This is an optimization exercise on Yosys and OpenROAD, whose aim is a short achievable clock period and few clock cycles, not a production implementation.
Where RTL was checked, it was by simulation tests only, not by an equivalence proof against the original.
The flow treats the clock pin as an ideal source. Dropping or thinning the clock tree relies on that and would not hold on a real chip.
Power figures rest on the tool's default switching activity, not on a simulated workload.

// ssq_symdec
module ssq_symdec (
    input  wire        clk,
    input  wire        rst,
    input  wire        in_valid,
    output wire        in_ready,
    input  wire [7:0]  in_data,
    input  wire        in_last,
    output reg         out_valid,
    input  wire        out_ready,
    output reg  [7:0]  out_data,
    output reg         out_last,
    output reg  [1:0]  out_err,
    output reg  [15:0] out_err_pos,
    output reg  [7:0]  out_err_val,
    output reg  [2:0]  out_pad
);
    localparam ERR_NONE = 2'd0;
    localparam ERR_SDEC = 2'd1;
    localparam ERR_CDEC = 2'd2;
    localparam EV_NONE  = 2'd0;
    localparam EV_SDEC  = 2'd1;   
    localparam EV_CEND  = 2'd2;   
    localparam EV_CNEXT = 2'd3;   
    localparam DEPTH  = 12;       
    localparam RDEPTH = 4;        
    localparam RS     = DEPTH + 2;
    localparam RQS    = RDEPTH + 1;
    localparam IW    = 13;        
    localparam RW    = 26;        
    reg        in_ready_r;  
    reg        ir_n;        
    reg        c_v;
    reg [7:0]  c_data;
    reg        c_last;
    assign in_ready = in_ready_r;
    always @(posedge clk) begin
        c_v    <= in_valid && !ir_n && !rst;
        c_data <= in_data;
        c_last <= in_last;
    end
    wire [5:0] cls;         
    assign cls[0] = (c_data == 8'h2A);
    assign cls[1] = (c_data == 8'h25);
    assign cls[2] = (c_data == 8'h24);
    assign cls[3] = (c_data == 8'h23);
    assign cls[4] = (c_data == 8'h21);
    assign cls[5] = (c_data == 8'h26);
    reg [44:0] wn;
    reg [4:0]  pf_full;     
    reg [4:0]  pf_bad;      
    reg [4:0]  pf_bad2;     
    reg [24:0] pf_nph;      
    function automatic [83:0] pre;
        input [4:0] bits;
        input integer len;
        integer pp;
        reg [8:0] w;
        reg f, b1, b2;
        reg [4:0] n;
        reg [44:0] wv;
        reg [4:0] fv_, b1v, b2v;
        reg [24:0] nv;
        begin
  ...
Settings: LEC_CHECK=0, CAP_MARGIN=20, CORE_MARGIN=2, CORE_UTILIZATION=55, SETUP_SLACK_MARGIN=3.4, SLEW_MARGIN=20; clock period 5.0 ns.
standard.sh (not shown) runs the stock make flow with config.mk's settings and CLKGATE_MAP_FILE= SYNTH_SCRIPT=/design/flow/synth_recipe.tcl, a recipe that flattens the netlist after the stock synthesis.
==> flow/flow/run.sh <==
#!/bin/bash
# Standard layout, except that:
#  - the port buffers are buf_4 (the resizer sizes them later), and
#  - the clock tree is built by flow/tree.tcl (a two-level tree of clkinv_16)
#    in place of clock_tree_synthesis.
# Each step's output goes to a log file of its own in this folder.
set -euo pipefail
here=$(pwd)
ports="BUFFER_PORTS_ARGS=-buffer_cell sky130_fd_sc_hd__buf_4"

bash standard.sh synth > log_1_synth.txt 2>&1
bash standard.sh "$ports" place > log_2_place.txt 2>&1

# ORFS's scripts with cts.tcl swapped for ours, used for the CTS step only
rm -rf "$here/cts_scripts"
cp -r "$FLOW_HOME/scripts" "$here/cts_scripts"
cp "$here/flow/cts.tcl" "$here/cts_scripts/cts.tcl"
FLOW_TREE_TCL="$here/flow/tree.tcl" bash standard.sh "$ports" do-4_1_cts do-4_cts \
  SCRIPTS_DIR="$here/cts_scripts" > log_3_cts.txt 2>&1

bash standard.sh "$ports" finish > log_4_finish.txt 2>&1
Other scripts of this flow, unchanged in this note and not shown: flow/flow/cts.tcl, flow/flow/tree.tcl
Then changed:
--- a/flow/design.v
+++ b/flow/design.v
@@ -14,24 +14,24 @@
     output reg  [7:0]  out_err_val,
     output reg  [2:0]  out_pad
 );
     localparam ERR_NONE = 2'd0;
     localparam ERR_SDEC = 2'd1;
     localparam ERR_CDEC = 2'd2;
     localparam EV_NONE  = 2'd0;
     localparam EV_SDEC  = 2'd1;   
     localparam EV_CEND  = 2'd2;   
     localparam EV_CNEXT = 2'd3;   
     localparam DEPTH  = 12;       
-    localparam RDEPTH = 4;        
-    localparam RS     = DEPTH + 2;
+    localparam RDEPTH = 5;        
+    localparam RS     = DEPTH + 1;
     localparam RQS    = RDEPTH + 1;
     localparam IW    = 13;        
     localparam RW    = 26;        
     reg        in_ready_r;  
     reg        ir_n;        
     reg        c_v;
     reg [7:0]  c_data;
     reg        c_last;
     assign in_ready = in_ready_r;
     always @(posedge clk) begin
         c_v    <= in_valid && !ir_n && !rst;
@@ -297,49 +297,66 @@
             q3_rec_v <= 1'b0;
         end else begin
             q2_v     <= q_v;
             q2_rec_v <= q_rec_v;
             q3_v     <= q2_v;
             q3_rec_v <= q2_rec_v;
         end
     end
     reg [IW-1:0]    fq [0:RS-1];
     reg [RS-1:0]    f_wp;       
     reg [RS-1:0]    f_rp;       
-    reg [DEPTH:0]   f_cnt;      
+    reg [DEPTH:0]   f_tot;      
+    reg             pop_d;      
+    reg [DEPTH-1:0] f_mcnt;     
+    reg [IW-1:0]    h;          
+    reg             hv;
     wire            pop;
-    wire hv = f_cnt[0];
-    reg [IW-1:0] h;             
+    wire f_mempty = !f_mcnt[0];
+    wire to_h   = q3_v && f_mempty && (!hv || pop);
+    wire to_m   = q3_v && !to_h;
+    wire from_m = pop && !f_mempty;
+    reg [IW-1:0] f_out;         
     integer j;
     always @(*) begin
-        h = {IW{1'b0}};
+        f_out = {IW{1'b0}};
         for (j = 0; j < RS; j = j + 1)
-            h = h | (fq[j] & {IW{f_rp[j]}});
+            f_out = f_out | (fq[j] & {IW{f_rp[j]}});
     end
     always @(posedge clk) begin
         for (j = 0; j < RS; j = j + 1)
             if (f_wp[j])
                 fq[j] <= q3_item;
+        h <= ({IW{from_m}} & f_out) | ({IW{to_h}} & q3_item) | ({IW{!from_m && !to_h}} & h);
         if (rst) begin
-            f_wp  <= {{(RS-1){1'b0}}, 1'b1};
-            f_rp  <= {{(RS-1){1'b0}}, 1'b1};
-            f_cnt <= {(DEPTH+1){1'b0}};
+            f_wp   <= {{(RS-1){1'b0}}, 1'b1};
+            f_rp   <= {{(RS-1){1'b0}}, 1'b1};
+            f_tot  <= {(DEPTH+1){1'b0}};
+            f_mcnt <= {DEPTH{1'b0}};
+            pop_d  <= 1'b0;
+            hv     <= 1'b0;
         end else begin
-            if (q3_v)
+            if (to_m)
                 f_wp <= {f_wp[RS-2:0], f_wp[RS-1]};
-            if (pop)
+            if (from_m)
                 f_rp <= {f_rp[RS-2:0], f_rp[RS-1]};
-            if (q3_v && !pop)
-                f_cnt <= {f_cnt[DEPTH-1:0], 1'b1};
-            else if (pop && !q3_v)
-                f_cnt <= {1'b0, f_cnt[DEPTH:1]};
+            pop_d <= pop;
+            if (to_m && !from_m)
+                f_mcnt <= {f_mcnt[DEPTH-2:0], 1'b1};
+            else if (from_m && !to_m)
+                f_mcnt <= {1'b0, f_mcnt[DEPTH-1:1]};
+            if (q3_v && !pop_d)
+                f_tot <= {f_tot[DEPTH-1:0], 1'b1};
+            else if (pop_d && !q3_v)
+                f_tot <= {1'b0, f_tot[DEPTH:1]};
+            hv <= pop ? (!f_mempty || q3_v) : (hv || q3_v);
         end
     end
     reg [RW-1:0]     rq [0:RQS-1];
     reg [RQS-1:0]    rq_wp;     
     reg [RQS-1:0]    rq_rp;     
     reg [RW-1:0]     r_head;    
     wire             emit_end;
     reg [RW-1:0] r_cur;
     reg [RW-1:0] r_nxt;
     always @(*) begin
         r_cur = {RW{1'b0}};
@@ -367,29 +384,32 @@
     reg [RDEPTH-1:0] msgs;
     wire msg_in  = c_v && c_last;
     wire msg_out = emit_end;
     wire [RDEPTH-1:0] msgs_n = (msg_in && !msg_out) ? {msgs[RDEPTH-2:0], 1'b1} :
                                (msg_out && !msg_in) ? {1'b0, msgs[RDEPTH-1:1]} : msgs;
     always @(posedge clk) begin
         if (rst)
             msgs <= {RDEPTH{1'b0}};
         else
             msgs <= msgs_n;
     end
+    reg ir_pre;
     always @(posedge clk) begin
         if (rst) begin
+            ir_pre     <= 1'b1;
             in_ready_r <= 1'b1;
             ir_n       <= 1'b0;
         end else begin
-            in_ready_r <= !f_cnt[DEPTH + 1 - 8] && !msgs_n[RDEPTH - 2];
-            ir_n       <= f_cnt[DEPTH + 1 - 8] || msgs_n[RDEPTH - 2];
+            ir_pre     <= !f_tot[DEPTH + 1 - 9] && !msgs_n[RDEPTH - 3];
+            in_ready_r <= ir_pre;
+            ir_n       <= !ir_pre;
         end
     end
     wire [1:0]  h_n    = h[12:11];
     wire [9:0]  h_bits = h[10:1];
     wire        h_end  = h[0];
     reg [16:0] acc;         
     reg [7:0]  pr;          
     reg [2:0]  pq;          
     reg        end_pend;    
     reg [2:0]  p_pad;
     reg        skid_v;
Effect: The new run passed the timing, DRC and antenna checks. Cell area goes up by 1.7%. Worst setup slack gains 0.23 ns. Cell count rose by 4.7%. Global-route usage decreases by 0.92 points. Routed wire length grows by 2.0%. Total power came out higher by 3.8%. Utilization decreases by 2.6 points. Synthesized cell count grows by 8.2%. Hold slack hardly moves.
Testbench counts after the change, summed over its fixed seeds: cycles 69,251.
For the first run of this note, only the layout was checked, not whether the RTL still works. In every run of this note, the design's own scripts or RTL, not TritonCTS, make the clock network.

==> afterwards: timing with drivers on the ports <==
The results above use ideal ports. As a check the final layouts listed here were re-extracted and re-timed, cells and wires unchanged. Step 1 (the two cells are an assumption about what drives the block):
set clk [get_ports {clk}]
set_driving_cell -lib_cell sky130_fd_sc_hd__clkbuf_16 $clk
set_driving_cell -lib_cell sky130_fd_sc_hd__buf_2 [delete_from_list [all_inputs] $clk]
Step 2 moves the port delays by t, midway between the first and last clock arrival at a register: inputs arrive t later, outputs are due t later. That takes back most of the time a late clock gives input paths. Slacks: ideal ports / drivers / drivers and shift; pairs: ideal ports / drivers.
run	t (ns)	setup slack, ns	slew at the worst register clock pin (ns)
the first run	0.569	2.953 / 2.928 / 2.893	0.10 / 0.10
the second run	0.550	3.186 / 2.986 / 2.973	0.11 / 0.11
After both steps every run listed still meets setup and hold. For the second run, which loses most, drivers alone change the setup slack by -0.200 ns; drivers and shift together by -0.213 ns.
